From an optimization exercise on the open Yosys and OpenROAD flow, aimed at small area, a short achievable clock period and few clock cycles; shortcuts taken in it are not production practice. RTL that was checked went through simulation tests only; none was proved equivalent to the original. Only the layout flow was run in run 1; the RTL was not checked for function there. Power and IR drop assume default switching activity.

<file path="flow/constraint.sdc">
create_clock -name core_clock -period 10.0 [get_ports {clk}]
set_input_delay 2.0000 -clock core_clock [delete_from_list [all_inputs] [get_ports {clk}]]
set_output_delay 2.0000 -clock core_clock [all_outputs]
set_load 0.01 [all_outputs]
</file>
<file path="flow/standard.sh">
#!/bin/bash
# synth_recipe.tcl (not shown) runs the flow's synth.tcl, then flattens the netlist and writes it again
# the make line also repeats each setting of config.mk as NAME=value (left out here)
make -C /OpenROAD-flow-scripts/flow DESIGN_CONFIG=/design/flow/config.mk WORK_HOME=/design/flow/orfs CLKGATE_MAP_FILE= SYNTH_SCRIPT=/design/flow/synth_recipe.tcl "${@:-finish}"
</file>
<file path="flow/flow/run.sh">
#!/bin/bash
# The standard layout (the standard.sh: standard synthesis, floorplan,
# placement, CTS, routing), with two changes to how cells are chosen:
# - the port buffers are plain buf_2 cells instead of the delay buffer
#   buffer_ports picks by default;
# - timing repair may swap a cell for one of another footprint.
# ORFS's own logs stay under orfs/logs; the make output goes to standard.log.
set -euo pipefail
bash standard.sh MATCH_CELL_FOOTPRINT=0 "BUFFER_PORTS_ARGS=-buffer_cell sky130_fd_sc_hd__buf_2" finish > standard.log 2>&1
</file>
<file path="flow/config.mk">
export PLATFORM = sky130hd
export DESIGN_NAME = fcsu
export DESIGN_NICKNAME = fcsu
export VERILOG_FILES = /design/flow/design.v
export SDC_FILE = /design/flow/constraint.sdc
export NUM_CORES = 4
export LEC_CHECK = 0
export CAP_MARGIN = 20
export CORE_MARGIN = 2
export CORE_UTILIZATION = 50
export PLACE_DENSITY = 0.65
export SETUP_SLACK_MARGIN = 4.5
export SLEW_MARGIN = 20
</file>
<file path="flow/design.v">
module fcsu (
    input  wire        clk,
    input  wire        rst,
    input  wire        h_valid,
    output wire        h_ready,
    input  wire        h_write,
    input  wire        h_word,
    input  wire [17:0] h_addr,
    input  wire [31:0] h_wdata,
    output wire        h_done,
    output wire [31:0] h_rdata,
    output reg         in_en,
    output reg         in_we,
    output reg  [3:0]  in_wmask,
    output reg  [11:0] in_addr,
    output reg  [31:0] in_wdata,
    input  wire [31:0] in_rdata,
    output reg         out_en,
    output reg         out_we,
    output reg  [3:0]  out_wmask,
    output reg  [11:0] out_addr,
    output reg  [31:0] out_wdata,
    input  wire [31:0] out_rdata
);
    localparam [3:0] ST_OK        = 4'h0;
    localparam [3:0] ST_EMPTY     = 4'h1;
    localparam [3:0] ST_LEN_MIS   = 4'h2;
    localparam [3:0] ST_UNK_ITEM  = 4'h3;
    localparam [3:0] ST_TRUNC     = 4'h4;
    localparam [3:0] ST_BAD_WIDTH = 4'h5;
    localparam [3:0] ST_TOO_LONG  = 4'h6;
    localparam [3:0] ST_INV_ARG   = 4'h7;
    localparam [3:0] ST_SMP_END   = 4'h8;
    localparam [3:0] ST_NOT_ARMED = 4'h9;
    localparam [3:0] ST_ILLEGAL   = 4'hA;
    localparam [3:0] S_IDLE = 4'd0;    
    localparam [3:0] S_RDB  = 4'd1;    
    localparam [3:0] S_ENC  = 4'd2;    
    localparam [3:0] S_DEC1 = 4'd3;    
    localparam [3:0] S_DEC2 = 4'd4;    
    localparam [3:0] S_NXW  = 4'd5;    
    localparam [3:0] S_NX2  = 4'd6;    
    localparam [3:0] S_ENC0 = 4'd7;    
    localparam [3:0] S_DIV  = 4'd8;    
    reg [3:0]  state;
    reg        mflag;      
    reg        rdv;        
    reg        el;         
    reg        rrg;        
    reg [5:0]  ra;         
    reg [1:0]  lane;       
    reg [31:0] type_r, item_r, tlen_r, hdr_r, width_r, soff_r, slen_r;
    reg [13:0] in_len;
    reg [13:0] out_len;
    reg [3:0]  status;
    reg [15:0] r_hdr;
    reg        r_esc;
    reg [15:0] r_c;        
    reg        m_t;
    reg        m_dec;
    reg        su_armed;
    reg [5:0]  su_width;
    reg [13:0] su_off;
    reg [13:0] su_count;
    reg [13:0] su_pos;
    reg [31:0] su_sample;
    reg [13:0] su_p;       
    reg        su_rv;      
    function known_item;
        input [15:0] c;
        begin
            known_item = (c == 16'h0000) || (c == 16'h0018) || (c == 16'h0020) ||
                         (c == 16'h0044) || (c == 16'h008A) || (c == 16'h00B8);
        end
    endfunction
    function [1:0] kind_of;
        input [2:0] t;
        begin
            if (!t[2])          kind_of = 2'd0;
            else if (t == 3'd4) kind_of = 2'd1;
            else if (t == 3'd5) kind_of = 2'd2;
            else                kind_of = 2'd3;
        end
    endfunction
    wire        idle    = (state == S_IDLE);
    wire        acc     = h_valid && idle;
    wire        a_reg   = (h_addr[17:8] == 10'd0);
    wire        a_in    = (h_addr[17:14] == 4'b0100) && (h_addr[13:0] < 14'd8196);
    wire        a_out   = (h_addr[17:14] == 4'b1000) && (h_addr[13:0] < 14'd8194);
    wire        a_inw   = (h_addr[17:14] == 4'b0100);
    wire        a_outw  = (h_addr[17:14] == 4'b1000);
    wire        a_fast  = (a_off == 6'h01) || (a_off == 6'h0A) ||
                          (a_off >= 6'h0B && a_off <= 6'h13) ||
                          (a_off == 6'h16) || (a_off == 6'h18);
    wire [5:0]  a_off   = h_addr[7:2];
    wire        legal   = (h_wdata[31:3] == 29'd0);
    wire [2:0]  opcode  = h_wdata[2:0];
    wire        wr_reg  = acc && h_write && a_reg;
    wire        cmd_go  = wr_reg && (a_off == 6'h00);
    wire        cmd_ok  = cmd_go && legal;
    wire        op_pack = cmd_ok && (opcode == 3'd1);
    wire        op_unp  = cmd_ok && (opcode == 3'd2);
    wire        op_ctrl = cmd_ok && (opcode == 3'd3);
    wire        op_data = cmd_ok && (opcode == 3'd4);
    wire        op_dec  = cmd_ok && (opcode == 3'd5);
    wire        op_strt = cmd_ok && (opcode == 3'd6);
    wire        op_next = cmd_ok && (opcode == 3'd7);
    wire        op_res  = cmd_ok && (opcode != 3'd0) && (opcode <= 3'd4);
    wire        in_wr   = acc && h_write && a_in;
    wire        len_wr  = wr_reg && (a_off == 6'h09);
    wire [31:0] wd = h_wdata & {32{~rst}};
    wire        pack_inv  = (type_r[31:3] != 29'd0) || tlen_r[31];
    wire        pack_esc  = type_r[2] && (tlen_r == 32'd8194);
    wire        pack_long = (tlen_r[31:13] != 19'd0);
    wire        pack_ok   = !pack_inv && (pack_esc || !pack_long);
    wire        up_ok   = (hdr_r[31:16] == 16'd0);
    wire        up_esc  = hdr_r[15] && (hdr_r[12:0] == 13'd0);
    wire        ctrl_inv  = (type_r[31:2] != 30'd0) || !known_item(item_r[15:0]) ||
                            (item_r[31:16] != 16'd0);
    wire        ctrl_long = (in_len > 14'd8187);
    wire        ctrl_ok   = !ctrl_inv && !ctrl_long;
    wire        data_inv  = (type_r[31:3] != 29'd0) || !type_r[2] ||
                            (!type_r[1] && in_len < 14'd2);
    wire        data_esc  = (in_len == 14'd8192);
    wire        data_long = !data_esc && (in_len > 14'd8189);
    wire        data_ok   = !data_inv && !data_long;
    wire        enc_dat   = idle ? (opcode != 3'd3) : mflag;
    wire [13:0] enc_total = in_len + {11'd0, !enc_dat, enc_dat, 1'b0};
    wire        enc_esc   = (opcode != 3'd3) && data_esc;
    wire [15:0] enc_word  = {type_r[2:0], enc_esc ? 13'd0 : enc_total[12:0]};
    wire        enc_ok    = (opcode == 3'd3) ? ctrl_ok : data_ok;
    wire        width_ok  = (width_r[31:6] == 26'd0) && (width_r[5:0] != 6'd0) &&
                            (width_r[5:0] <= 6'd32);
    wire [14:0] win_end   = {1'b0, soff_r[13:0]} + {1'b0, slen_r[13:0]};
    wire        win_bad   = (soff_r[31:14] != 18'd0) || (slen_r[31:14] != 18'd0) ||
                            (win_end > {1'b0, in_len});
    wire        start_ok  = width_ok && !win_bad;
    wire        start_div = (start_b == 2'd3);
    wire [5:0]  width_p7  = width_r[5:0] + 6'd7;
    wire [1:0]  start_b   = width_p7[4:3];           
    reg  [13:0] start_count;
    always @(*) begin
        case (start_b)
            2'd1:    start_count = slen_r[13:0];
            2'd2:    start_count = {1'b0, slen_r[13:1]};
            2'd3:    start_count = slen_r[13:0];    
            default: start_count = {2'b0, slen_r[13:2]};
        endcase
    end
    wire [5:0]  su_wp7  = su_width + 6'd7;
    wire [2:0]  su_bps  = su_wp7[5:3];
    wire [1:0]  su_o    = su_p[1:0];
    wire [3:0]  su_oe   = {2'b0, su_o} + {1'b0, su_bps};
    wire        su_span = su_oe[2] && (su_oe[1:0] != 2'd0);    
    wire        su_more = su_armed && (su_pos != su_count);
    wire        nx_slow = su_more && (!su_rv || su_span);
    wire [13:0] su_pn   = su_p + {11'd0, su_bps};
    wire [2:0]  rd_type   = m_t ? r_hdr[15:13] : 3'd0;
    wire [1:0]  rd_kind   = kind_of(rd_type);
    wire [15:0] rd_item   = (rd_type[2] && rd_type[1:0] != 2'd0) ? 16'd0 : r_c;
    wire [15:0] rd_seq    = (rd_type == 3'd5) ? r_c : 16'd0;
    wire [13:0] rd_declen = !m_t ? 14'd0 : r_esc ? 14'd8194 : {1'b0, r_hdr[12:0]};
    wire        rd_off4   = !(r_hdr[15] && r_hdr[14]);
    wire [2:0]  rd_boff   = !m_dec ? 3'd0 : rd_off4 ? 3'd4 : 3'd2;
    wire [13:0] rd_blen   = m_dec ? rd_declen - {11'd0, rd_boff} : 14'd0;
    reg [31:0] reg_rdata;
    always @(*) begin
        case (ra)
            6'h02: reg_rdata = type_r;
            6'h03: reg_rdata = item_r;
            6'h04: reg_rdata = tlen_r;
            6'h05: reg_rdata = hdr_r;
            6'h06: reg_rdata = width_r;
            6'h07: reg_rdata = soff_r;
            6'h08: reg_rdata = slen_r;
            6'h09: reg_rdata = {18'd0, in_len};
            6'h14: reg_rdata = {10'd0, su_width, 5'd0, su_bps, 7'd0, su_armed};
            6'h15: reg_rdata = {18'd0, su_off};
            6'h17: reg_rdata = {18'd0, su_pos};
            6'h19: reg_rdata = 32'h4643_5301;
            6'h1A: reg_rdata = 32'd8196;
            default: reg_rdata = 32'd0;
        endcase
    end
    wire [63:0] fd = 64'd1 << a_off;
    wire        f_c  = (fd[13] && !(rd_type[2] && rd_type[1:0] != 2'd0)) ||
                       (fd[14] && rd_type == 3'd5);
    wire        f_h  = fd[17] || (fd[18] && m_t && !r_esc);
    wire        f_dc = fd[18] && m_t && r_esc;
    wire [31:0] fast_rdata =
        ({32{fd[1]}}  & {28'd0, status}) |
        ({32{fd[10]}} & {18'd0, out_len}) |
        ({32{fd[11]}} & {30'd0, rd_kind}) |
        ({32{fd[12]}} & {29'd0, rd_type}) |
        ({32{f_c}}    & {16'd0, r_c}) |
        ({32{fd[15]}} & {29'd0, rd_boff}) |
        ({32{fd[16]}} & {18'd0, rd_blen}) |
        ({32{fd[17]}} & {16'd0, r_hdr[15:13], 13'd0}) |
        ({32{f_h}}    & {19'd0, r_hdr[12:0]}) |
        ({32{f_dc}}   & 32'd8194) |
        ({32{fd[19]}} & {31'd0, r_esc}) |
        ({32{fd[22]}} & {18'd0, su_count}) |
        ({32{fd[24]}} & su_sample);
    wire        rdb      = (state == S_RDB);
    wire [1:0]  rsel     = rdb ? lane : su_o;
    wire [63:0] rot2     = {in_rdata, in_rdata} >> {rsel, 3'b000};
    wire [31:0] rot      = rot2[31:0];
    wire [7:0]  out_byte = out_rdata[8*lane +: 8];
    wire        enc      = (state == S_ENC);
    wire [11:0] k        = out_len[11:0];
    wire [13:0] k_inc    = out_len + 14'd1;
    wire        enc_last = el;
    wire        el_next  = ({k_inc[11:0], mflag, 1'b0} >= in_len);
    wire        div      = (state == S_DIV);
    wire [2:0]  div_t    = {lane, su_count[13]};
    wire        div_q    = (div_t >= 3'd3);
    wire        div_last = (su_pos[3:0] == 4'd13);
    reg  slow_op;
    always @(*) begin
        case (opcode)
            3'd3:    slow_op = 1'b1;     
            3'd4:    slow_op = 1'b1;
            3'd5:    slow_op = 1'b1;
            3'd6:    slow_op = start_div;
            3'd7:    slow_op = nx_slow;
            default: slow_op = 1'b0;
        endcase
    end
    wire wr_slow   = h_write && (h_addr[17:16] == 2'd0) && (a_off == 6'h00) && slow_op;
    wire rd_slow   = !h_write && (a_inw || a_outw || !a_fast);
    wire nx_look   = acc && h_write && (a_off == 6'h00) && (opcode == 3'd7);
    wire host_in   = acc && a_inw;
    wire host_sel  = idle && h_addr[16];     
    wire fast_done = acc && !wr_slow && !rd_slow;
    wire real_slow = (op_ctrl && ctrl_ok) || (op_data && data_ok) || op_dec ||
                     (op_next && nx_slow) || (op_strt && start_div);
    wire to_rdb    = acc && (rd_slow || (wr_slow && !real_slow));
    wire nx_step1  = (op_next && su_more && su_rv) || (state == S_NXW && su_rv);
    wire nx_step2  = (state == S_NX2);
    wire nx_fin    = (nx_step1 && !su_span) || nx_step2;
    wire su_fetch  = su_armed && !su_rv && ((idle && !h_addr[16]) || state == S_NXW);
    wire su_fetch2 = nx_look && su_more && su_rv && su_span;    
    wire su_fetch2r = (nx_step1 && su_span);
    reg done_c;
    always @(*) begin
        case (state)
            S_IDLE:  done_c = fast_done;
            S_RDB:   done_c = 1'b1;
            S_ENC:   done_c = enc_last;
            S_DEC2:  done_c = 1'b1;
            S_NXW:   done_c = su_rv && !su_span;
            S_NX2:   done_c = 1'b1;
            S_DIV:   done_c = div_last;
            default: done_c = 1'b0;
        endcase
    end
    assign h_ready = idle;
    assign h_done  = done_c;
    assign h_rdata = !rdb ? (a_reg ? fast_rdata : 32'd0) :
                     rrg  ? reg_rdata :
                     {24'd0, rdv ? (mflag ? out_byte : rot[7:0]) : 8'd0};
    wire        eng_k    = enc || state == S_ENC0;
    wire [11:0] eng_base = eng_k ? k : su_p[13:2];
    wire        eng_inc  = enc ? mflag : (!eng_k && su_rv);
    reg  [11:0] eng_addr;
    integer b;
    always @(*) begin
        for (b = 0; b < 12; b = b + 1)
            eng_addr[b] = (state != S_DEC1) &&
                          (eng_base[b] ^ (eng_inc && ((eng_base & ((12'd1 << b) - 12'd1)) == ((12'd1 << b) - 12'd1))));
    end
    always @(*) begin
        in_en    = host_in || enc || state == S_ENC0 || state == S_DEC1 ||
                   su_fetch2 || su_fetch;
        in_we    = host_sel && h_write;
        in_wmask = h_word ? 4'hF : (4'b0001 << h_addr[1:0]);
        in_wdata = h_word ? h_wdata : {4{h_wdata[7:0]}};
        in_addr  = host_sel ? h_addr[13:2] : eng_addr;
    end
    always @(*) begin
        out_en    = 1'b0;
        out_we    = enc;
        out_wmask = 4'hF;
        out_addr  = enc ? k : h_addr[13:2];
        out_wdata[15:0]  = (mflag || k == 12'd0) ? r_c : in_rdata[15:0];
        out_wdata[31:16] = mflag ? in_rdata[15:0] : (k == 12'd0) ? item_r[15:0] : in_rdata[31:16];
        if (enc)
            out_en = 1'b1;
        else if (acc && !h_write && a_outw)
            out_en = 1'b1;
    end
    wire [15:0] dec_w    = in_rdata[15:0];
    wire [15:0] dec_c    = in_rdata[31:16];
    wire [2:0]  dec_t    = dec_w[15:13];
    wire        dec_esc  = dec_t[2] && (dec_w[12:0] == 13'd0);
    wire [13:0] dec_decl = dec_esc ? 14'd8194 : {1'b0, dec_w[12:0]};
    wire        dec_sub  = !(dec_t[2] && dec_t[1]);           
    wire        dec2     = (state == S_DEC2);
    wire        dec_empty = (in_len < 14'd2);
    wire        dec_lmis = (in_len != dec_decl);
    wire        dec_trnc = dec_sub && (in_len < 14'd4);
    wire        dec_unk  = dec_sub && (dec_t != 3'd5) && !known_item(dec_c);
    wire        dec_ok   = !dec_empty && !dec_lmis && !dec_trnc && !dec_unk;
    always @(posedge clk) begin
        if (rst) begin
            state <= S_IDLE;
        end else begin
            case (state)
                S_IDLE: begin
                    if (to_rdb)                     state <= S_RDB;
                    if (op_ctrl && ctrl_ok)         state <= S_ENC;
                    if (op_data && data_ok)         state <= S_ENC0;
                    if (op_dec)                     state <= S_DEC1;
                    if (op_next && su_more)
                        state <= !su_rv ? S_NXW : su_span ? S_NX2 : S_IDLE;
                    if (op_strt && start_div)       state <= S_DIV;
                end
                S_ENC0:  state <= S_ENC;
                S_ENC:   if (enc_last) state <= S_IDLE;
                S_DEC1:  state <= S_DEC2;
                S_NXW:   if (su_rv) state <= su_span ? S_NX2 : S_IDLE;
                S_DIV:   if (div_last) state <= S_IDLE;
                default: state <= S_IDLE;
            endcase
        end
    end
    always @(posedge clk) begin
        if (op_ctrl || op_data)
            el <= (opcode == 3'd3) ? (in_len == 14'd0) : (in_len <= 14'd2);
        else if (enc)
            el <= el_next;
        if (acc)
            mflag <= op_data || (!h_write && a_out);
        if (acc) begin
            rdv <= !h_write && (a_in || a_out);
            rrg <= !h_write && a_reg;
            ra  <= a_off;
        end
        if (acc || div)
            lane <= acc ? (h_addr[1:0] & {2{!h_write}}) : div_q ? div_t[1:0] - 2'd3 : div_t[1:0];
    end
    always @(posedge clk) begin
        if (rst || (wr_reg && a_off == 6'h02)) type_r  <= wd;
        if (rst || (wr_reg && a_off == 6'h03)) item_r  <= wd;
        if (rst || (wr_reg && a_off == 6'h04)) tlen_r  <= wd;
        if (rst || (wr_reg && a_off == 6'h05)) hdr_r   <= wd;
        if (rst || (wr_reg && a_off == 6'h06)) width_r <= wd;
        if (rst || (wr_reg && a_off == 6'h07)) soff_r  <= wd;
        if (rst || (wr_reg && a_off == 6'h08)) slen_r  <= wd;
        if (rst || (len_wr && h_wdata <= 32'd8196)) in_len <= wd[13:0];
    end
    always @(posedge clk) begin
        if (rst || op_ctrl || op_data || enc)
            out_len <= (rst || !enc) ? 14'd0 : enc_last ? enc_total : k_inc;
    end
    reg [3:0] st_nx;
    reg       st_ld;
    always @(*) begin
        st_ld = 1'b1;
        st_nx = ST_OK;
        if (cmd_go && !legal)
            st_nx = ST_ILLEGAL;
        else if (cmd_go) begin
            case (opcode)
                3'd1: st_nx = pack_inv ? ST_INV_ARG : pack_ok ? ST_OK : ST_TOO_LONG;
                3'd2: st_nx = up_ok ? ST_OK : ST_INV_ARG;
                3'd3: st_nx = ctrl_inv ? ST_INV_ARG : ctrl_long ? ST_TOO_LONG : ST_OK;
                3'd4: st_nx = data_inv ? ST_INV_ARG : data_long ? ST_TOO_LONG : ST_OK;
                3'd5: st_ld = 1'b0;
                3'd6: st_nx = !width_ok ? ST_BAD_WIDTH : win_bad ? ST_INV_ARG : ST_OK;
                3'd7: begin
                    st_nx = !su_armed ? ST_NOT_ARMED : ST_SMP_END;
                    st_ld = !su_more;
                end
                default: st_nx = ST_OK;
            endcase
        end else if (dec2)
            st_nx = dec_empty ? ST_EMPTY : dec_lmis ? ST_LEN_MIS :
                    dec_trnc ? ST_TRUNC : dec_unk ? ST_UNK_ITEM : ST_OK;
        else if (nx_fin)
            st_nx = ST_OK;
        else
            st_ld = 1'b0;
    end
    always @(posedge clk) begin
        if (rst || st_ld) status <= st_nx & {4{~rst}};
    end
    always @(posedge clk) begin
        if (rst || op_res || dec2) begin
            r_hdr <= 16'd0; r_esc <= 1'b0; m_t <= 1'b0; m_dec <= 1'b0;
            if (!rst) begin
                if (op_pack && pack_ok) begin
                    r_hdr <= {type_r[2:0], pack_esc ? 13'd0 : tlen_r[12:0]};
                    r_esc <= pack_esc;
                end
                if (op_unp && up_ok) begin
                    r_hdr <= hdr_r[15:0];
                    r_esc <= up_esc;
                    m_t   <= 1'b1;
                end
                if ((op_ctrl || op_data) && enc_ok) begin
                    r_hdr <= enc_word;
                    r_esc <= enc_esc;
                end
                if (dec2 && dec_ok) begin
                    r_hdr <= dec_w;
                    r_esc <= dec_esc;
                    m_t   <= 1'b1;
                    m_dec <= 1'b1;
                end
            end
        end
    end
    always @(posedge clk) begin
        if (rst || op_res || dec2 || enc) begin
            r_c <= 16'd0;
            if (!rst) begin
                if ((op_ctrl || op_data) && enc_ok)
                    r_c <= enc_word;
                if (dec2 && dec_ok && dec_sub)
                    r_c <= dec_c;
                if (enc && !enc_last)
                    r_c <= in_rdata[31:16];
            end
        end
    end
    wire su_dis = in_wr || len_wr;
    always @(posedge clk) begin
        if (rst || su_dis || op_strt)
            su_armed <= !rst && !su_dis && start_ok;
        if (rst || op_strt) begin
            su_width <= (start_ok && !rst) ? width_r[5:0] : 6'd0;
            su_off   <= (start_ok && !rst) ? soff_r[13:0] : 14'd0;
            su_count <= (start_ok && !rst) ? start_count : 14'd0;
        end else if (div)
            su_count <= {su_count[12:0], div_q};
        if (rst || op_strt || nx_fin || div)
            su_pos <= (rst || op_strt || (div && div_last)) ? 14'd0 : su_pos + 14'd1;
        if (op_strt || nx_fin)
            su_p <= op_strt ? soff_r[13:0] : su_pn;
        if (rst || op_strt || su_fetch || in_en || (nx_fin && su_oe == 4'd4))
            su_rv <= !rst && !op_strt && (su_fetch || su_fetch2r);
    end
    integer i;
    always @(posedge clk) begin
        for (i = 0; i < 4; i = i + 1) begin
            if (rst || op_strt || nx_step1 || (nx_step2 && i + su_o >= 4 && i < su_bps))
                su_sample[8*i +: 8] <= (!rst && !op_strt && i < su_bps &&
                                        (nx_step2 || i + su_o < 4)) ? rot[8*i +: 8] : 8'd0;
        end
    end
endmodule
</file>
==> results of run 1 <==
-- how the worst max path moves through the flow --
stage,depth (start not counted),slack [ns],to
floorplan,6,3.98,hdr_r[0]
global placement,9,3.62,h_rdata[0]
detailed placement,10,3.81,h_rdata[7]
CTS,10,4.17,h_rdata[23]
global route,10,4.06,h_rdata[23]
finish,10,4.12,h_rdata[7]
-- layout by cell type (no fill, tap or decap), drive strengths merged, types with 38 or more instances in the layout --
cell / Yosys / routed
edfxtp: 399 / 399
buf: 42 / 341
nand2: 303 / 303
nor2: 165 / 166
o21ai: 145 / 145
a22oi: 96 / 96
nand3: 79 / 79
a21oi: 75 / 75
mux2i: 74 / 74
xnor2: 66 / 66
nor4: 65 / 65
clkbuf: 119 / 60
nor2b: 58 / 58
inv: 56 / 57
ha: 54 / 54
and3: 49 / 51
a211oi: 46 / 46
a221oi: 46 / 46
a22o: 40 / 40
xor2: 38 / 38
-- logic make-up (layout without fill, tap and decap cells) --
| logic type | count (synthesis) | in the layout | share of synthesized area [%] |
|---|---|---|---|
| and+or+nand+nor | 878 | 881 | 17.5 |
| AOI/OAI and AO/OA | 637 | 637 | 18.3 |
| DFF | 403 | 403 | 48.5 |
| buffers and inverters | 217 | 477 | 3.63 |
| muxes | 118 | 118 | 5.33 |
| xor gates and xnor gates | 104 | 104 | 3.66 |
| adders and majority gates | 58 | 58 | 3.04 |
| other | 1 | 6 | 0.0151 |
-- worst max-delay path, cell delays in order --
cell and delay (ns):
buf_6 0.09, or4_4 0.53, nor4_4 0.30, nand2b_1 0.14, buf_12 0.17, buf_4 0.14
a41oi_2 0.15, nor2_1 0.08, o21ai_1 0.11, buf_2 0.16
-- layer usage --
metal / part of all wire, % / GRT usage, % / wire length, microns / vias up
li1: - / - / - / 9745
met1: 37 / 55.8 / 40200 / 11423
met2: 43 / 61.6 / 47000 / 1998
met3: 15 / 12.8 / 16300 / 365
met4: 5.4 / 18.2 / 5980 / 4
met5: 0.13 / 2.09 / 140 / -
-- synthesized netlist by cell type (13+ instances only) --
| master | n |
|---|---|
| a221oi_1 | 46 |
| a211oi_1 | 45 |
| a21oi_1 | 74 |
| nor4_1 | 61 |
| a21o_1 | 24 |
| o22ai_1 | 14 |
| buf_4 | 13 |
| and3_1 | 49 |
| xor2_1 | 38 |
| a222oi_1 | 17 |
| nor3_1 | 27 |
| edfxtp_1 | 399 |
| clkbuf_1 | 119 |
| xnor2_1 | 66 |
| nand4_1 | 32 |
| a31oi_1 | 23 |
| nor2b_1 | 58 |
| mux2_2 | 36 |
| nand3_1 | 78 |
| nand2_1 | 302 |
| inv_1 | 56 |
| a22o_1 | 40 |
| a22oi_1 | 96 |
| ha_1 | 54 |
| buf_2 | 14 |
| mux2i_1 | 74 |
| o21ai_0 | 145 |
| nor2_1 | 164 |
| and2_1 | 19 |
| nand2b_1 | 35 |
-- metrics by stage --
step	setup slack (ns)	cell area, sq um	util (%)
final	4.12	29200	59.6
after global routing	4.06	29200	59.6
after CTS	4.17	28700	58.6
after detailed placement	3.81	26800	54.7
after global placement	3.62	26800	54.7
after floorplan	3.98	25000	-
-- power groups by stage --
stage | logic [mW] | clock network [mW] | registers (mW)
floorplan | 0.393 | 0 | 2.08
global placement | 0.601 | 0 | 2.17
detailed placement | 0.615 | 0 | 2.17
CTS | 0.632 | 1.59 | 2.13
global route | 0.710 | 1.65 | 2.15
finish | 0.670 | 1.59 | 2.15
-- sequential cells by signal (all words and copies together) (netlist names), 16 cells and up --
name       flops
r_hdr         16
soff_r        32
su_sample     32
r_c           16
tlen_r        32
slen_r        32
item_r        32
hdr_r         32
width_r       32
type_r        32
-- timing repair --
item,CTS,global route
gates resized for setup,72,63
gates cloned,1,3
pin swaps,18,26
setup buffers,28,25
endpoints found under the setup margin,60,35
-- final cells by class --
type	count	area [sq um]	area share, %
diodes	2	5.00	0.0171
clock buffers	56	1120	3.85
clock inverters	20	234	0.801
inverters	56	215	0.737
multi-input cells	1802	12600	43.1
flip-flops and latches	403	12100	41.3
well taps	664	831	2.84
repair buffers	345	2140	7.32
==> flow_summary_export.csv, run 1 <==
group,metric,value,unit
floorplanning,dieArea,51600,sq um
yosys,yosysTopAreaCellShare,48.2,%
place,place_congestion,1.07,
floorplanning,start_util,50.7,%
worst_hold_path,worstHoldPathCells,2,
timing,slew_violations,0,
cells_and_area,area_delta_synth_final,17.5,%
setup_path,ff2ff_setup_slack,5.11,ns
yosys,yosysUniqueCellTypes,87,
power_and_ir_drop,p_leak,10.9,nW
grt,grt_overflow,0,
timing,finalCritPeriodShare,58.8,%
place,dp_hpwl,81.1,mm
yosys,synthArstFlopShare,0,%
routing,drt-vias-per-instance,7.03,
routing,dr.pass1.iters,9,
setup_path,rr_startpoint,"slen_r[0]",
power_and_ir_drop,switchingPower,1.30,mW
place,placed_cells,3213,
clock_tree,cts_buffers,43,
worst_hold_path,min-delay-start,"hdr_r[14]",
timing,finalHoldViolations,0,
clock_tree,htreeDepth,2,
power_and_ir_drop,internal_power,3.11,mW
power_and_ir_drop,pwr-share-seq,48.7,%
setup_path,worstPathArrival,3.88,ns
routing,drt-initial-drc-count,4463,
grt,grt_max_degree,60,
setup_path,cp-end-kind,"output port",
power_and_ir_drop,p_comb_share,15.2,%
clock_tree,clock_path_buffers,3,
worst_hold_path,worstHoldEndpoint,"r_hdr[14]",
routing,drcViolationCount,0,
run_status,outcome,"no timing/DRC/antenna violations",
floorplanning,rows,81,
floorplanning,io-pin-count,253,
setup_path,critical_path.startpoint,"h_addr[15]",
cells_and_area,drive_gt1_share,21.8,%
routing,drtAntennaViolNets,0,
setup_path,worst_ep_required_time,8.00,ns
setup_path,reg2regPathDepth,21,
clock_tree,numClockSinks,403,
cells_and_area,fin_nets,2828,
power_and_ir_drop,p_clk_share,36.1,%
timing,fin_hold_ws,0.644,ns
timing,clock_skew,0.0350,ns
power_and_ir_drop,switching_share,29.5,%
timing,rsz0062_at_grt,"true",
floorplanning,coreArea,49100,sq um
clock_tree,cts_hold_buf,0,
clock_tree,clock_latency,0.62,ns
clock_tree,cts_tree,"yes",
clock_tree,path_clk_slew,0.06,ns
setup_path,critPathKind,"primary input to output port",
yosys,synthTopCellsByArea,"edfxtp_1 48%, nand2_1 4.6%, mux2i_1 3.0%, o21ai_0 2.9%, a22oi_1 2.9%",
cells_and_area,finalNonFillerCells,3348,
floorplanning,die_height,227,microns
power_and_ir_drop,powerDensity,151,nW/um^2
job,cap_violations,0,
yosys,synth_flop_cell,"edfxtp_1",
grt,grt_usage,41.4,%
timing,maxSlewHeadroom,12.2,%
routing,wl_per_cell,32.7,microns
yosys,synth-edff-count,399,
worst_hold_path,hold_path_class,"flip-flop to flip-flop",
floorplanning,die_w,227,microns
yosys,yosysTopAreaCell,"edfxtp_1",
grt,grt_pass1_vias,20975,
yosys,synth_cells,2416,
yosys,yosysWarnings,1,
timing,setup_viol,0,
yosys,synth.avg_cell_area,10.3,sq um
yosys,ys_seq_area_share,48.5,%
routing,routed_wl,110,mm
timing,final.setup.tns,0,ns
setup_path,worstSetupStartpointType,"primary input",
cells_and_area,nFillCells,4187,
setup_path,worst-path-max-fanout,7,
timing,worst_pin_slew,1.31,ns
place,port_buffers,248,
timing,period_minus_slack,5.88,ns
timing,max_freq,0.170,GHz
setup_path,reg2reg_to,"status[2]",
routing,vias,23535,
clock_tree,clock-root-buffer,"clkbuf_16",
grt,antenna_found_initial,5,
yosys,synth-seq-cells,403,
grt,grt_pass1_wl,151,mm
power_and_ir_drop,total_power,4.41,mW
yosys,synth_area,24900,sq um
power_and_ir_drop,ir_drop,0.145,mV
==> inputs of run 2 (changes only) <==
--- a/flow/design.v
+++ b/flow/design.v
@@ -62,2 +62,3 @@
     reg [5:0]  su_width;
+    reg [2:0]  su_bps;     
     reg [13:0] su_off;
@@ -149,7 +150,10 @@
     end
-    wire [5:0]  su_wp7  = su_width + 6'd7;
-    wire [2:0]  su_bps  = su_wp7[5:3];
     wire [1:0]  su_o    = su_p[1:0];
-    wire [3:0]  su_oe   = {2'b0, su_o} + {1'b0, su_bps};
-    wire        su_span = su_oe[2] && (su_oe[1:0] != 2'd0);    
+    wire        su_span = (su_bps[2] && su_o != 2'd0) ||
+                          (su_bps == 3'd3 && su_o[1]) ||
+                          (su_bps == 3'd2 && su_o == 2'd3);
+    wire        su_oe4  = (su_bps[2] && su_o == 2'd0) ||
+                          (su_bps == 3'd3 && su_o == 2'd1) ||
+                          (su_bps == 3'd2 && su_o == 2'd2) ||
+                          (su_bps == 3'd1 && su_o == 2'd3);
     wire        su_more = su_armed && (su_pos != su_count);
@@ -229,3 +233,3 @@
     wire wr_slow   = h_write && (h_addr[17:16] == 2'd0) && (a_off == 6'h00) && slow_op;
-    wire rd_slow   = !h_write && (a_inw || a_outw || !a_fast);
+    wire rd_slow   = !h_write && (!a_fast || (h_addr[17:13] != 5'd0));
     wire nx_look   = acc && h_write && (a_off == 6'h00) && (opcode == 3'd7);
@@ -258,3 +262,3 @@
     assign h_done  = done_c;
-    assign h_rdata = !rdb ? (a_reg ? fast_rdata : 32'd0) :
+    assign h_rdata = !rdb ? ((h_addr[12:8] == 5'd0) ? fast_rdata : 32'd0) :
                      rrg  ? reg_rdata :
@@ -432,2 +436,3 @@
             su_width <= (start_ok && !rst) ? width_r[5:0] : 6'd0;
+            su_bps   <= (start_ok && !rst) ? width_p7[5:3] : 3'd0;
             su_off   <= (start_ok && !rst) ? soff_r[13:0] : 14'd0;
@@ -440,3 +445,3 @@
             su_p <= op_strt ? soff_r[13:0] : su_pn;
-        if (rst || op_strt || su_fetch || in_en || (nx_fin && su_oe == 4'd4))
+        if (rst || op_strt || su_fetch || in_en || (nx_fin && su_oe4))
             su_rv <= !rst && !op_strt && (su_fetch || su_fetch2r);
--- a/flow/config.mk
+++ b/flow/config.mk
@@ -10,2 +10,5 @@
 export CORE_UTILIZATION = 50
+export CTS_BUF_LIST = sky130_fd_sc_hd__clkbuf_8
+export CTS_CLUSTER_DIAMETER = 60
+export CTS_CLUSTER_SIZE = 10
 export PLACE_DENSITY = 0.65
==> run 2 against run 1 <==
Cell count hardly changed. First-iteration DRC count shrank 13%. Count of clock-buffer cells in the layout unchanged. Global-route usage grew 0.31 points. Combinational power rose by 9.0%. Clock power fell by 21%. Setup slack improved by 0.078 ns. Sequential cell count is 3 higher. Total power fell by 6.0%. Die area grew 0.90%. Design area shrank 0.96%. Critical path type unchanged.
==> flow_summary_export.csv, run 2 <==
group,metric,value,unit
run_status,outcome,"no timing/DRC/antenna violations",
setup_path,cp-end-kind,"output port",
setup_path,rr_startpoint,"slen_r[1]",
timing,rsz0062_at_grt,"true",
routing,drt-vias-per-instance,6.90,
worst_hold_path,hold_path_class,"flip-flop to flip-flop",
yosys,ys_seq_area_share,48.4,%
yosys,netlist_top_cells_count,"402 x edfxtp_1, 259 x nand2_1, 191 x nor2_1",
yosys,synth-seq-cells,406,
clock_tree,path_clk_slew,0.08,ns
yosys,yosysWarnings,1,
timing,slew_violations,0,
setup_path,worst-path-max-fanout,8,
power_and_ir_drop,ir_drop,0.121,mV
setup_path,critical_path.startpoint,"h_addr[9]",
floorplanning,io-pin-count,253,
timing,worst_pin_slew,1.18,ns
clock_tree,clock_path_buffers,3,
setup_path,worstSetupPathDepth,9,
timing,max_freq,0.172,GHz
grt,grt_usage,41.7,%
routing,routed_wl,111,mm
timing,fin_hold_ws,0.676,ns
job,cap_violations,0,
yosys,synth_cells,2423,
cells_and_area,nFillCells,4392,
yosys,synth-edff-count,402,
setup_path,cpPeakStageDelay,0.53,ns
grt,grt_max_degree,45,
place,port_buffers,248,
setup_path,cp_top_family,"simple AND/OR/NAND/NOR gates",
setup_path,worstPathArrival,3.80,ns
setup_path,reg2regPathDepth,19,
grt,antenna_found_initial,10,
place,place_congestion,1.04,
timing,maxSlewHeadroom,20.8,%
cells_and_area,area_delta_synth_final,15.3,%
cells_and_area,final_cell_mix,"402 x edfxtp_1, 251 x nand2_1, 239 x buf_2",
setup_path,ff2ff_setup_slack,4.69,ns
yosys,yosysTopAreaCell,"edfxtp_1",
routing,drcViolationCount,0,
yosys,synth.most_common_cell,"edfxtp_1",
grt,grt_overflow,0,
floorplanning,rows,82,
setup_path,worstSetupStartpointType,"primary input",
clock_tree,cts_tree,"yes",
routing,vias,23095,
power_and_ir_drop,p_leak,10.9,nW
yosys,synth.avg_cell_area,10.4,sq um
setup_path,critPathKind,"primary input to output port",
power_and_ir_drop,powerDensity,143,nW/um^2
cells_and_area,final_common_cell,"edfxtp_1",
clock_tree,cts_buffers,53,
timing,period_minus_slack,5.80,ns
floorplanning,coreArea,49900,sq um
yosys,synthTopCellsByArea,"edfxtp_1 48%, mux2i_1 4.5%, nand2_1 3.9%, nor2_1 2.9%, a21oi_1 2.7%",
routing,dr.pass1.iters,9,
clock_tree,numClockSinks,406,
grt,grt_pass1_wl,156,mm
timing,clock_skew,0.0591,ns
timing,final.setup.tns,0,ns
routing,drtAntennaViolNets,0,
setup_path,cp_cell_sequence,"buf_6 -> or4_4 -> or3_4 -> buf_12 -> nor2_4 -> clkbuf_16 -> nand2_1 -> o21ai_2 -> buf_2",
floorplanning,dieArea,52000,sq um
clock_tree,clock_latency,0.71,ns
routing,wl_per_cell,33.3,microns
yosys,synth_flop_cell,"edfxtp_1",
floorplanning,start_util,50.3,%
cells_and_area,drive_gt1_share,21.8,%
floorplanning,die_height,228,microns
routing,drt-initial-drc-count,3878,
timing,finalHoldViolations,0,
clock_tree,htreeDepth,2,
timing,finalCritPeriodShare,58.0,%
place,dp_hpwl,83.0,mm
yosys,synth_area,25100,sq um
timing,setup_viol,0,
setup_path,worst_ep_required_time,8.00,ns
yosys,yosysTopAreaCellShare,48.1,%
grt,grt_pass1_vias,21500,
clock_tree,clock-root-buffer,"clkbuf_8",
yosys,synthArstFlopShare,0,%
setup_path,slowest_stage,"or4_4",
setup_path,reg2reg_to,"su_count[13]",
floorplanning,die_w,228,microns
cells_and_area,fin_nets,2822,
yosys,yosysUniqueCellTypes,87,
setup_path,path_buf_inv,4,
setup_path,endpoint,"h_rdata[25]",
-- run 2: tightest hold or removal path, stage by stage, from the launching register on --
cell	delay [ns]
edfxtp_1	0.41
a222oi_1	0.09
o21ai_0	0.08
-- run 2: per-stage QoR --
stage / cells / utilization (%) / setup WS, ns / cell area, sq um / power (mW)
floorplan: 2426 / - / 4.43 / 25300 / 2.52
global placement: 3214 / 54.1 / 3.54 / 27000 / 2.84
detailed placement: 3214 / 54.1 / 3.49 / 27000 / 2.86
CTS: 3337 / 57.7 / 4.21 / 28700 / 4.10
global route: 3342 / 58.0 / 4.15 / 28900 / 4.24
finish: 3346 / 58.0 / 4.20 / 28900 / 4.14
-- run 2: per-layer routing --
layer / GRT usage [%] / wire, microns
met1: 57.6 / 42900
met2: 61.9 / 47600
met3: 9.83 / 14300
met4: 20.4 / 6570
met5: 0 / 55
-- run 2: repair_timing --
item | CTS | global route
pin swaps | 50 | 24
gates cloned | 2 | 0
resized for setup | 113 | 27
hold buffers | 0 | 0
setup buffers | 41 | 5
setup endpoints to repair | 61 | 94
-- run 2: kinds of logic after synthesis --
logic type / share of synthesized area (%)
buffers and inverters: 3.69
flip-flops: 48.4
multiplexers: 8.18
AO/OA/AOI/OAI: 15.4
AND/OR/NAND/NOR: 17.7
other: 0.0149
adder cells (fa/ha/maj): 3.01
XOR/XNOR: 3.59
-- run 2: area by class of cell --
cell class | count | area (sq um) | share of cell area [%]
repair buffers | 332 | 2080 | 7.20
clock buffers | 56 | 771 | 2.66
clock inverters | 24 | 201 | 0.696
inverters | 59 | 221 | 0.765
multi-input cells | 1793 | 12700 | 43.7
well taps | 672 | 841 | 2.91
diodes | 4 | 10.0 | 0.0346
flip-flops and latches | 406 | 12200 | 42.0
-- run 2: how the worst min path moves through the flow --
stage | start | endpoint | slack (ns) | cells after the start
6_report | tlen_r[3] | r_hdr[3] | 0.68 | 2
5_1_grt | tlen_r[3] | r_hdr[3] | 0.68 | 2
4_1_cts | state[2] | state[0] | 0.67 | 2
3_5_place_dp | tlen_r[3] | r_hdr[3] | 0.66 | 2
3_3_place_gp | tlen_r[7] | r_hdr[7] | 0.64 | 2
2_1_floorplan | type_r[0] | r_hdr[13] | 0.54 | 1
-- run 2: where the power goes --
part           switching [mW]  internal, mW
clock network           0.684         0.572
logic                   0.466         0.264
registers               0.162          2.00
total                    1.31          2.83
Testbench counts of run 2, summed over its fixed seeds: cycles 126,101.
==> inputs of run 3 (changes only) <==
--- a/flow/config.mk
+++ b/flow/config.mk
@@ -10,5 +10,2 @@
 export CORE_UTILIZATION = 50
-export CTS_BUF_LIST = sky130_fd_sc_hd__clkbuf_8
-export CTS_CLUSTER_DIAMETER = 60
-export CTS_CLUSTER_SIZE = 10
 export PLACE_DENSITY = 0.65
==> run 3 against run 2 <==
Wire length grew 0.20%. Worst hold slack lost 0.00078 ns. Highest routed layer unchanged. Design area grew 3.3%.
==> flow_summary_export.csv, run 3 <==
group,metric,value,unit
setup_path,rr_startpoint,"soff_r[1]",
yosys,synthTopCellsByArea,"edfxtp_1 48%, mux2i_1 4.5%, nand2_1 3.9%, nor2_1 2.9%, a21oi_1 2.7%",
clock_tree,clock-root-buffer,"clkbuf_16",
routing,drtAntennaViolNets,0,
yosys,synth-seq-cells,406,
clock_tree,path_clk_slew,0.06,ns
setup_path,worstSetupStartpointType,"primary input",
clock_tree,clock_path_buffers,3,
worst_hold_path,min-delay-start,"state[2]",
setup_path,cp_cell_sequence,"buf_8 -> or4_4 -> or3_4 -> buf_12 -> nor2_4 -> clkbuf_16 -> a22o_1 -> buf_2",
timing,slew_violations,0,
power_and_ir_drop,ir_drop,0.150,mV
yosys,synth_fa_ha_area_share,3.01,%
clock_tree,clock_latency,0.63,ns
place,dp_hpwl,83.0,mm
grt,grt_pass1_wl,156,mm
setup_path,critPathKind,"primary input to output port",
timing,max_freq,0.172,GHz
grt,grt_max_degree,45,
floorplanning,rows,82,
routing,drcViolationCount,0,
floorplanning,die_w,228,microns
timing,finalHoldViolations,0,
cells_and_area,final_cell_mix,"402 x edfxtp_1, 253 x nand2_1, 239 x buf_2",
place,placed_cells,3214,
grt,antenna_found_initial,8,
routing,vias,23159,
routing,drt-initial-drc-count,3751,
cells_and_area,finalNonFillerCells,3361,
routing,drt-vias-per-instance,6.89,
cells_and_area,fin_nets,2821,
clock_tree,numClockSinks,406,
yosys,synth.most_common_cell,"edfxtp_1",
yosys,synth_cells,2423,
timing,worst_pin_slew,1.17,ns
setup_path,cpPeakStageDelay,0.53,ns
yosys,synth-edff-count,402,
setup_path,critical_path.startpoint,"h_addr[9]",
clock_tree,cts_hold_buf,0,
routing,wl_per_cell,33.2,microns
timing,period_minus_slack,5.81,ns
power_and_ir_drop,total_power,5.05,mW
timing,setup_viol,0,
grt,grt_usage,41.6,%
setup_path,worstPathArrival,3.81,ns
timing,maxSlewHeadroom,21.4,%
yosys,netlist_top_cells_count,"402 x edfxtp_1, 259 x nand2_1, 191 x nor2_1",
yosys,synth_mux_area_share,8.18,%
cells_and_area,area_delta_synth_final,19.0,%
run_status,outcome,"no timing/DRC/antenna violations",
place,port_buffers,248,
setup_path,worst-path-max-fanout,8,
grt,grt_pass1_vias,21295,
clock_tree,cts_tree,"yes",
timing,finalCritPeriodShare,58.1,%
yosys,synth-xor-area-share,3.59,%
power_and_ir_drop,p_leak,11.3,nW
timing,rsz0062_at_grt,"true",
worst_hold_path,hold_path_class,"flip-flop to flip-flop",
cells_and_area,final_common_cell,"edfxtp_1",
timing,fin_ws,4.19,ns
setup_path,worst_ep_required_time,8.00,ns
floorplanning,io-pin-count,253,
floorplanning,die_height,228,microns
place,place_congestion,1.04,
yosys,yosysTopAreaCell,"edfxtp_1",
clock_tree,htreeDepth,2,
grt,grt_overflow,0,
yosys,yosysUniqueCellTypes,87,
setup_path,cp-end-kind,"output port",
clock_tree,cts_buffers,47,
cells_and_area,drive_gt1_share,22.0,%
timing,clock_skew,0.0358,ns
yosys,yosysWarnings,1,
routing,dr.pass1.iters,9,
yosys,synth.avg_cell_area,10.4,sq um
yosys,synth_flop_cell,"edfxtp_1",
routing,routed_wl,112,mm
place,place_ws,3.49,ns
yosys,synth_top_family_by_area,"simple AND/OR/NAND/NOR gates",
yosys,yosysTopAreaCellShare,48.1,%
yosys,synth_area,25100,sq um
floorplanning,coreArea,49900,sq um
floorplanning,start_util,50.3,%
yosys,ys_seq_area_share,48.4,%
yosys,synthSimpleGateAreaFrac,17.7,%
yosys,synth_compound_area_share,15.4,%
power_and_ir_drop,powerDensity,169,nW/um^2
yosys,synthArstFlopShare,0,%
setup_path,slowest_stage,"or4_4",
timing,final.setup.tns,0,ns
floorplanning,dieArea,52000,sq um
job,cap_violations,0,
run 3: where the power goes:
| group | internal [mW] | switching [mW] | leakage (nW) |
|---|---|---|---|
| clock | 1.37 | 0.792 | 0.917 |
| combinational | 0.264 | 0.464 | 6.39 |
| sequential | 2.00 | 0.163 | 3.98 |
| total | 3.63 | 1.42 | 11.3 |
run 3: cells by family (layout without fill, tap and decap cells):
group                      after synthesis  count (layout)
xor gates and xnor gates               103             103
AOI/OAI and AO/OA                      567             567
muxes                                  169             169
and+or+nand+nor                        891             892
adders and majority gates               58              58
DFF                                    406             406
other                                    1              11
buffers and inverters                  228             483
run 3: critical path, delay by kind of cell:
family | cells | cell delay, ns
AO/OA/AOI/OAI | 1 | 0.14
AND/OR/NAND/NOR | 3 | 1.08
buffers and inverters | 4 | 0.58
run 3: timing repair:
| item | in CTS | in global routing |
|---|---|---|
| gates cloned | 1 | 1 |
| resized for setup | 78 | 49 |
| pin swaps | 31 | 37 |
| setup buffers | 35 | 15 |
| endpoints found under the setup margin | 61 | 84 |
run 3: final timing paths:
check	endpoint	cells after the start	slack, ns
worst max-delay path	h_rdata[20]	8	4.19
worst min-delay path	state[0]	2	0.68
worst max register to register	su_count[13]	19	4.70
worst min register to register	state[0]	2	0.68
run 3: per-layer routing:
layer | vias up | global-route usage [%] | wire length (microns)
li1 | 9695 | - | -
met1 | 11350 | 56.5 | 42700
met2 | 1796 | 62.0 | 48100
met3 | 312 | 10.9 | 14500
met4 | 6 | 20.0 | 6240
met5 | - | 0 | 44
run 3: cell type report:
type / instances / area [sq um]
Tap cell: 672 / 841
Clock buffer: 48 / 1180
Inverter: 59 / 221
Timing Repair Buffer: 337 / 2140
Antenna cell: 7 / 17.5
Fill cell: 4239 / 20000
Sequential cell: 406 / 12200
Clock inverter: 39 / 753
Multi-Input combinational cell: 1793 / 12600
run 3: stage by stage:
stage	instance area, sq um	hold slack (ns)	util, %
global route	29900	0.682	59.9
detailed placement	27000	0.655	54.1
finish	29900	0.676	59.9
floorplan	25300	0.544	-
CTS	29500	0.671	59.2
global placement	27000	0.637	54.1
==> inputs of run 4 (changes only) <==
==> flow/flow/run.sh (replaced) <==
#!/bin/bash
# The standard layout (the standard.sh: standard synthesis, floorplan,
# placement, CTS, routing), with changes to which cells are chosen only:
# - the port buffers are plain buf_2 cells instead of the delay buffer
#   buffer_ports picks by default;
# - timing repair may swap a cell for one of another footprint;
# - besides the platform's don't-use cells, the slow wide OR / NOR gates
#   (or4 or4b or4bb or3 or3b) are not used, so that wide address decodes map to
#   NAND / NOR trees.
# ORFS's own logs stay under orfs/logs; the make output goes to standard.log.
set -euo pipefail
PLATFORM_DONT_USE="sky130_fd_sc_hd__probe_p_8 sky130_fd_sc_hd__probec_p_8 sky130_fd_sc_hd__lpflow_bleeder_1 sky130_fd_sc_hd__lpflow_clkbufkapwr_1 sky130_fd_sc_hd__lpflow_clkbufkapwr_16 sky130_fd_sc_hd__lpflow_clkbufkapwr_2 sky130_fd_sc_hd__lpflow_clkbufkapwr_4 sky130_fd_sc_hd__lpflow_clkbufkapwr_8 sky130_fd_sc_hd__lpflow_clkinvkapwr_1 sky130_fd_sc_hd__lpflow_clkinvkapwr_16 sky130_fd_sc_hd__lpflow_clkinvkapwr_2 sky130_fd_sc_hd__lpflow_clkinvkapwr_4 sky130_fd_sc_hd__lpflow_clkinvkapwr_8 sky130_fd_sc_hd__lpflow_decapkapwr_12 sky130_fd_sc_hd__lpflow_decapkapwr_3 sky130_fd_sc_hd__lpflow_decapkapwr_4 sky130_fd_sc_hd__lpflow_decapkapwr_6 sky130_fd_sc_hd__lpflow_decapkapwr_8 sky130_fd_sc_hd__lpflow_inputiso0n_1 sky130_fd_sc_hd__lpflow_inputiso0p_1 sky130_fd_sc_hd__lpflow_inputiso1n_1 sky130_fd_sc_hd__lpflow_inputiso1p_1 sky130_fd_sc_hd__lpflow_inputisolatch_1 sky130_fd_sc_hd__lpflow_isobufsrc_1 sky130_fd_sc_hd__lpflow_isobufsrc_16 sky130_fd_sc_hd__lpflow_isobufsrc_2 sky130_fd_sc_hd__lpflow_isobufsrc_4 sky130_fd_sc_hd__lpflow_isobufsrc_8 sky130_fd_sc_hd__lpflow_isobufsrckapwr_16 sky130_fd_sc_hd__lpflow_lsbuf_lh_hl_isowell_tap_1 sky130_fd_sc_hd__lpflow_lsbuf_lh_hl_isowell_tap_2 sky130_fd_sc_hd__lpflow_lsbuf_lh_hl_isowell_tap_4 sky130_fd_sc_hd__lpflow_lsbuf_lh_isowell_4 sky130_fd_sc_hd__lpflow_lsbuf_lh_isowell_tap_1 sky130_fd_sc_hd__lpflow_lsbuf_lh_isowell_tap_2 sky130_fd_sc_hd__lpflow_lsbuf_lh_isowell_tap_4 "
EXTRA_DONT_USE=" sky130_fd_sc_hd__or4_1 sky130_fd_sc_hd__or4_2 sky130_fd_sc_hd__or4_4 sky130_fd_sc_hd__or4b_1 sky130_fd_sc_hd__or4b_2 sky130_fd_sc_hd__or4b_4 sky130_fd_sc_hd__or4bb_1 sky130_fd_sc_hd__or4bb_2 sky130_fd_sc_hd__or4bb_4 sky130_fd_sc_hd__or3_1 sky130_fd_sc_hd__or3_2 sky130_fd_sc_hd__or3_4 sky130_fd_sc_hd__or3b_1 sky130_fd_sc_hd__or3b_2 sky130_fd_sc_hd__or3b_4"
bash standard.sh MATCH_CELL_FOOTPRINT=0 "BUFFER_PORTS_ARGS=-buffer_cell sky130_fd_sc_hd__buf_2" \
    "DONT_USE_CELLS=$PLATFORM_DONT_USE $EXTRA_DONT_USE" finish > standard.log 2>&1
==> run 4 against run 3 <==
Wire length increased by 1.2%. Fmax grew 2.1%. Sequential share of layout area is 0.13 points lower. Utilization decreased by 0.18 points. Register-to-register slack better by 0.20 ns. First-iteration DRC count is 0.67% lower. Combinational power is 3.6% lower. Critical endpoint is now h_rdata[6]. Synthesized cell count rose by 0.54%. Synthesized area grew 1.1%. Sequential cell count did not move. Clock power decreased by about 20%.
==> flow_summary_export.csv, run 4 <==
group,metric,value,unit
run_status,outcome,"no timing/DRC/antenna violations",
grt,grt_pass1_vias,21636,
setup_path,cp-end-kind,"output port",
cells_and_area,drive_gt1_share,23.3,%
place,dp_hpwl,84.2,mm
setup_path,path_buf_inv,3,
timing,setup_viol,0,
clock_tree,numClockSinks,406,
routing,vias,23464,
timing,worst_pin_slew,1.19,ns
worst_hold_path,worstHoldEndpoint,"r_hdr[8]",
yosys,synth_cells,2436,
timing,fin_ws,4.30,ns
yosys,synth.most_common_cell,"edfxtp_1",
yosys,synth_flop_cell,"edfxtp_1",
worst_hold_path,hold_path_class,"flip-flop to flip-flop",
power_and_ir_drop,powerDensity,153,nW/um^2
yosys,synthArstFlopShare,0,%
place,place_area,27100,sq um
yosys,ys_seq_area_share,47.9,%
setup_path,worst-path-max-fanout,8,
floorplanning,die_height,229,microns
routing,wl_per_cell,33.2,microns
timing,rsz0062_at_grt,"true",
routing,routed_wl,113,mm
setup_path,worst_ep_required_time,8.00,ns
yosys,synth.avg_cell_area,10.4,sq um
setup_path,reg2regPathDepth,16,
cells_and_area,finalNonFillerCells,3398,
setup_path,cp_cell_sequence,"buf_12 -> nor4b_4 -> nand4_1 -> a21oi_2 -> o21a_4 -> buf_12 -> nand2_1 -> nand4_1 -> a22oi_1 -> o21ai_1 -> buf_2",
setup_path,rr_startpoint,"soff_r[1]",
clock_tree,path_clk_slew,0.06,ns
routing,drt-initial-drc-count,3726,
cells_and_area,final_cell_mix,"402 x edfxtp_1, 263 x nand2_1, 239 x buf_2",
timing,final.setup.tns,0,ns
routing,drt-vias-per-instance,6.91,
floorplanning,start_util,50.6,%
timing,period_minus_slack,5.70,ns
setup_path,cpPeakStageDelay,0.36,ns
place,placed_cells,3224,
worst_hold_path,min-delay-start,"tlen_r[8]",
clock_tree,clock_latency,0.62,ns
setup_path,worstSetupStartpointType,"primary input",
cells_and_area,final_common_cell,"edfxtp_1",
timing,clock_skew,0.0401,ns
routing,dr.pass1.iters,9,
grt,grt_overflow,0,
timing,slew_violations,0,
timing,finalHoldViolations,0,
cells_and_area,final_cell_area,30000,sq um
worst_hold_path,worstHoldPathCells,2,
floorplanning,coreArea,50200,sq um
yosys,synth_area,25400,sq um
cells_and_area,area_delta_synth_final,18.0,%
place,place_ws,3.84,ns
timing,finalCritPeriodShare,57.0,%
grt,grt_pass1_wl,158,mm
clock_tree,clock-root-buffer,"clkbuf_16",
setup_path,slowest_stage,"nor4b_4",
timing,max_freq,0.176,GHz
yosys,netlist_top_cells_count,"402 x edfxtp_1, 273 x nand2_1, 198 x nor2_1",
job,cap_violations,0,
power_and_ir_drop,ir_drop,0.144,mV
clock_tree,clock_path_buffers,3,
yosys,yosysUniqueCellTypes,94,
setup_path,cp_top_family,"simple AND/OR/NAND/NOR gates",
place,place_congestion,1.00,
floorplanning,dieArea,52600,sq um
cells_and_area,fin_nets,2861,
power_and_ir_drop,p_leak,11.4,nW
routing,drcViolationCount,0,
floorplanning,die_w,229,microns
clock_tree,htreeDepth,2,
setup_path,worstPathArrival,3.70,ns
grt,antenna_found_initial,9,
setup_path,reg2reg_to,"su_count[4]",
cells_and_area,utilization,59.7,%
yosys,synth-seq-cells,406,
grt,grt_usage,41.8,%
clock_tree,cts_hold_buf,0,
yosys,yosysTopAreaCell,"edfxtp_1",
setup_path,ff2ff_setup_slack,4.90,ns
yosys,yosysTopAreaCellShare,47.5,%
floorplanning,io-pin-count,253,
clock_tree,cts_tree,"yes",
timing,fin_hold_ws,0.649,ns
power_and_ir_drop,total_power,4.58,mW
setup_path,critPathKind,"primary input to output port",
yosys,synthTopCellsByArea,"edfxtp_1 48%, mux2i_1 4.6%, nand2_1 4.0%, nor2_1 2.9%, ha_1 2.7%",
yosys,synth-edff-count,402,
grt,grt_max_degree,44,
yosys,yosysWarnings,1,
clock_tree,cts_buffers,47,
timing,maxSlewHeadroom,20.5,%
place,port_buffers,248,
routing,drtAntennaViolNets,0,
floorplanning,rows,82,
[run 4: changes by cell type in the layout (fill, tap and decap cells not counted), sizes merged, moves of 10 or more]
cell | before | now
o221ai | 22 | 9
a22o | 21 | 36
or4 | 10 | 0
a221oi | 24 | 36
o21ai | 129 | 140
or3 | 11 | 0
a21oi | 136 | 116
inv | 62 | 52
bufinv | 19 | 4
and3 | 31 | 20
nand2 | 259 | 276
buf | 335 | 367
[run 4: layout make-up]
cell class | count | area, sq um
Clock buffer | 55 | 1210
Antenna cell | 5 | 12.5
Tap cell | 672 | 841
Fill cell | 4200 | 20200
Timing Repair Buffer | 371 | 2430
Inverter | 47 | 176
Clock inverter | 31 | 323
Multi-Input combinational cell | 1811 | 12800
Sequential cell | 406 | 12200
[run 4: kinds of logic (layout without fill, tap and decap cells)]
kind of cell	count (synthesis)	in the layout	synth area share, %
other	1	9	0.0148
adder cells (fa/ha/maj)	58	58	2.98
multiplexers	172	172	8.22
buffers and inverters	223	504	3.98
AO/OA/AOI/OAI	558	558	15.5
flip-flops	406	406	47.9
XOR/XNOR	103	103	3.55
AND/OR/NAND/NOR	915	916	17.9
[run 4: worst max path at each step]
stage,start,slack [ns],depth (start not counted),end
after global routing,h_addr[7],4.25,12,h_rdata[12]
after floorplan,h_addr[6],4.49,10,h_rdata[0]
after CTS,h_addr[7],4.34,10,h_rdata[6]
final,h_addr[2],4.30,11,h_rdata[6]
after global placement,h_addr[5],3.93,9,h_rdata[3]
after detailed placement,h_addr[3],3.84,8,h_rdata[3]
[run 4: tightest hold or removal path: cells and delay by family (launching register included)]
| family | cells | cell delay (ns) |
|---|---|---|
| flops | 1 | 0.37 |
| compound gates | 2 | 0.16 |
[run 4: routing by layer]
layer / routed length [microns] / up-vias / GRT usage, % / part of all wire [%]
met2: 48500 / 1872 / 62.7 / 43
li1: - / 9755 / - / -
met3: 15000 / 381 / 11.2 / 13
met5: 65 / - / 0 / 0.058
met1: 42600 / 11446 / 56.3 / 38
met4: 6790 / 10 / 20.2 / 6.0
[run 4: where the power goes]
part / total, mW / switching (mW) / internal [mW]
Clock: 1.72 / 0.739 / 0.979
Combinational: 0.702 / 0.445 / 0.257
Sequential: 2.16 / 0.160 / 2.00
Total: 4.58 / 1.34 / 3.23
[run 4: repair_timing]
item	in CTS	in global routing
gates resized for setup	131	38
cloned	2	2
pin swaps	57	29
setup buffers	63	16
setup endpoints to repair	55	88
==> inputs of run 5 (changes only) <==
==> flow/flow/run.sh (replaced) <==
#!/bin/bash
# The standard layout (the standard.sh: standard synthesis, floorplan,
# placement, CTS, routing), with changes to which cells are chosen only:
# - the port buffers are plain buf_2 cells instead of the delay buffer
#   buffer_ports picks by default;
# - timing repair may swap a cell for one of another footprint;
# - besides the platform's don't-use cells, the slow wide OR / NOR gates
#   (or4 or4b or4bb or3 or3b nor4 nor4b nor4bb) are not used, so that wide address decodes map to
#   NAND / NOR trees.
# ORFS's own logs stay under orfs/logs; the make output goes to standard.log.
set -euo pipefail
PLATFORM_DONT_USE="sky130_fd_sc_hd__probe_p_8 sky130_fd_sc_hd__probec_p_8 sky130_fd_sc_hd__lpflow_bleeder_1 sky130_fd_sc_hd__lpflow_clkbufkapwr_1 sky130_fd_sc_hd__lpflow_clkbufkapwr_16 sky130_fd_sc_hd__lpflow_clkbufkapwr_2 sky130_fd_sc_hd__lpflow_clkbufkapwr_4 sky130_fd_sc_hd__lpflow_clkbufkapwr_8 sky130_fd_sc_hd__lpflow_clkinvkapwr_1 sky130_fd_sc_hd__lpflow_clkinvkapwr_16 sky130_fd_sc_hd__lpflow_clkinvkapwr_2 sky130_fd_sc_hd__lpflow_clkinvkapwr_4 sky130_fd_sc_hd__lpflow_clkinvkapwr_8 sky130_fd_sc_hd__lpflow_decapkapwr_12 sky130_fd_sc_hd__lpflow_decapkapwr_3 sky130_fd_sc_hd__lpflow_decapkapwr_4 sky130_fd_sc_hd__lpflow_decapkapwr_6 sky130_fd_sc_hd__lpflow_decapkapwr_8 sky130_fd_sc_hd__lpflow_inputiso0n_1 sky130_fd_sc_hd__lpflow_inputiso0p_1 sky130_fd_sc_hd__lpflow_inputiso1n_1 sky130_fd_sc_hd__lpflow_inputiso1p_1 sky130_fd_sc_hd__lpflow_inputisolatch_1 sky130_fd_sc_hd__lpflow_isobufsrc_1 sky130_fd_sc_hd__lpflow_isobufsrc_16 sky130_fd_sc_hd__lpflow_isobufsrc_2 sky130_fd_sc_hd__lpflow_isobufsrc_4 sky130_fd_sc_hd__lpflow_isobufsrc_8 sky130_fd_sc_hd__lpflow_isobufsrckapwr_16 sky130_fd_sc_hd__lpflow_lsbuf_lh_hl_isowell_tap_1 sky130_fd_sc_hd__lpflow_lsbuf_lh_hl_isowell_tap_2 sky130_fd_sc_hd__lpflow_lsbuf_lh_hl_isowell_tap_4 sky130_fd_sc_hd__lpflow_lsbuf_lh_isowell_4 sky130_fd_sc_hd__lpflow_lsbuf_lh_isowell_tap_1 sky130_fd_sc_hd__lpflow_lsbuf_lh_isowell_tap_2 sky130_fd_sc_hd__lpflow_lsbuf_lh_isowell_tap_4 "
EXTRA_DONT_USE=" sky130_fd_sc_hd__or4_1 sky130_fd_sc_hd__or4_2 sky130_fd_sc_hd__or4_4 sky130_fd_sc_hd__or4b_1 sky130_fd_sc_hd__or4b_2 sky130_fd_sc_hd__or4b_4 sky130_fd_sc_hd__or4bb_1 sky130_fd_sc_hd__or4bb_2 sky130_fd_sc_hd__or4bb_4 sky130_fd_sc_hd__or3_1 sky130_fd_sc_hd__or3_2 sky130_fd_sc_hd__or3_4 sky130_fd_sc_hd__or3b_1 sky130_fd_sc_hd__or3b_2 sky130_fd_sc_hd__or3b_4 sky130_fd_sc_hd__nor4_1 sky130_fd_sc_hd__nor4_2 sky130_fd_sc_hd__nor4_4 sky130_fd_sc_hd__nor4b_1 sky130_fd_sc_hd__nor4b_2 sky130_fd_sc_hd__nor4b_4 sky130_fd_sc_hd__nor4bb_1 sky130_fd_sc_hd__nor4bb_2 sky130_fd_sc_hd__nor4bb_4"
bash standard.sh MATCH_CELL_FOOTPRINT=0 "BUFFER_PORTS_ARGS=-buffer_cell sky130_fd_sc_hd__buf_2" \
    "DONT_USE_CELLS=$PLATFORM_DONT_USE $EXTRA_DONT_USE" finish > standard.log 2>&1
==> run 5 against run 4 <==
Worst hold slack improved by 0.025 ns. Largest power group unchanged. Still clean. Critical path type unchanged. Wire length decreased by 2.2%. Synthesized cell count increased by 2.5%. Non-clock buffer count decreased by 32. Sequential cell count unchanged.
==> flow_summary_export.csv, run 5 <==
group,metric,value,unit
routing,drt-vias-per-instance,6.82,
power_and_ir_drop,internal_power,3.36,mW
place,port_buffers,248,
clock_tree,cts_tree,"yes",
run_status,outcome,"no timing/DRC/antenna violations",
clock_tree,numClockSinks,406,
cells_and_area,fin_nets,2895,
yosys,yosysTopAreaCell,"edfxtp_1",
cells_and_area,final_common_cell,"edfxtp_1",
timing,final.setup.tns,0,ns
place,place_congestion,1.04,
power_and_ir_drop,p_clk_share,38.5,%
yosys,synth-edff-count,402,
cells_and_area,final_cell_mix,"402 x edfxtp_1, 274 x nor2_1, 273 x nand2_1",
grt,grt_usage,40.4,%
setup_path,cp-end-kind,"output port",
floorplanning,rows,83,
floorplanning,coreArea,51100,sq um
timing,fin_hold_ws,0.674,ns
yosys,netlist_top_cells_count,"402 x edfxtp_1, 284 x nor2_1, 278 x nand2_1",
yosys,synth.most_common_cell,"edfxtp_1",
timing,finalCritPeriodShare,55.6,%
power_and_ir_drop,powerDensity,157,nW/um^2
floorplanning,io-pin-count,253,
power_and_ir_drop,ir_drop,0.135,mV
timing,slew_violations,0,
yosys,synth_cells,2497,
floorplanning,dieArea,53200,sq um
grt,grt_pass1_vias,21567,
routing,vias,23435,
yosys,ys_seq_area_share,47.3,%
routing,drcViolationCount,0,
routing,routed_wl,110,mm
timing,clock_skew,0.0356,ns
timing,maxSlewHeadroom,26.6,%
timing,worst_pin_slew,1.10,ns
clock_tree,clock_latency,0.62,ns
routing,dr.pass1.iters,9,
yosys,synthTopCellsByArea,"edfxtp_1 47%, mux2i_1 4.3%, nor2_1 4.2%, nand2_1 4.1%, mux4_2 3.5%",
grt,antenna_found_initial,6,
worst_hold_path,hold_path_class,"flip-flop to flip-flop",
floorplanning,start_util,50.3,%
power_and_ir_drop,pwr-share-seq,45.7,%
grt,grt_overflow,0,
yosys,yosysWarnings,1,
routing,drtAntennaViolNets,0,
yosys,synth.avg_cell_area,10.3,sq um
power_and_ir_drop,switchingPower,1.37,mW
floorplanning,die_height,231,microns
[run 5: area by class of cell]
class / instances / area [sq um] / share of cell area, %
Antenna cell: 4 / 10.0 / 0.0333
Multi-Input combinational cell: 1861 / 13000 / 43.4
Timing Repair Buffer: 339 / 2140 / 7.11
Inverter: 65 / 249 / 0.828
Tap cell: 680 / 851 / 2.83
Sequential cell: 406 / 12200 / 40.4
Clock inverter: 31 / 445 / 1.48
Clock buffer: 52 / 1160 / 3.87
[run 5: critical path, cell delays in order]
cell and delay (ns):
buf_12 0.11, nand2b_4 0.17, nor3_4 0.23, and3_4 0.26
nand2_1 0.10, nor2_1 0.10, o21ai_0 0.08, a31oi_1 0.20
a211o_1 0.15, buf_2 0.14
[run 5: worst paths after layout]
| kind | from | end | slack [ns] | depth (start not counted) |
|---|---|---|---|---|
| worst max-delay path | h_addr[7] | h_rdata[6] | 4.44 | 10 |
| worst min-delay path | hdr_r[13] | r_hdr[13] | 0.67 | 2 |
| worst max register to register | soff_r[2] | su_count[12] | 4.84 | 16 |
| worst min register to register | hdr_r[13] | r_hdr[13] | 0.67 | 2 |
[run 5: power groups by stage]
stage	sequential (mW)	clock, mW	combinational, mW
2_1_floorplan	2.09	0	0.458
3_3_place_gp	2.18	0	0.680
3_5_place_dp	2.18	0	0.695
4_1_cts	2.15	1.82	0.715
5_1_grt	2.16	1.88	0.793
6_report	2.16	1.82	0.749
[run 5: kinds of logic (layout without fill, tap and decap cells)]
family	Yosys count	in the layout	share of synthesized area (%)
AO/OA/AOI/OAI	531	531	14.5
XOR/XNOR	102	102	3.48
adder cells (fa/ha/maj)	58	58	2.94
buffers and inverters	234	487	3.99
flip-flops	406	406	47.3
multiplexers	179	179	9.07
other	1	8	0.0146
AND/OR/NAND/NOR	986	987	18.7
[run 5: what timing repair did]
action                                  CTS  global route
endpoints found under the setup margin   35            79
endpoints found under the hold margin     0             0
gates cloned                              2             1
buffers inserted                         27            20
gates resized for setup                  95            64
pin swaps                                27            45
[run 5: stage by stage]
stage | instance area [sq um] | utilization (%) | setup WS, ns | power (mW) | instances
3_3_place_gp | 27400 | 53.6 | 3.70 | 2.86 | 3300
2_1_floorplan | 25700 | - | 4.51 | 2.54 | 2500
3_5_place_dp | 27400 | 53.7 | 3.71 | 2.87 | 3301
4_1_cts | 29600 | 57.9 | 4.41 | 4.68 | 3413
5_1_grt | 30000 | 58.8 | 4.36 | 4.83 | 3434
6_report | 30100 | 58.8 | 4.44 | 4.73 | 3438
[run 5: layer usage]
metal	global-route usage, %	wire length [microns]	vias up
met3	10.4	14600	406
li1	-	-	9791
met1	52.8	40500	11403
met2	61.8	48100	1833
met4	21.5	7260	2
met5	0	16	-

Re-timed with assumed drivers on the ports (clkbuf_16 on the clock, buf_2 on other inputs), run 5 has 4.384 ns of setup slack against 4.442 ns with ideal ports, and 4.384 ns once port delays also move by the mid clock arrival of 0.667 ns.
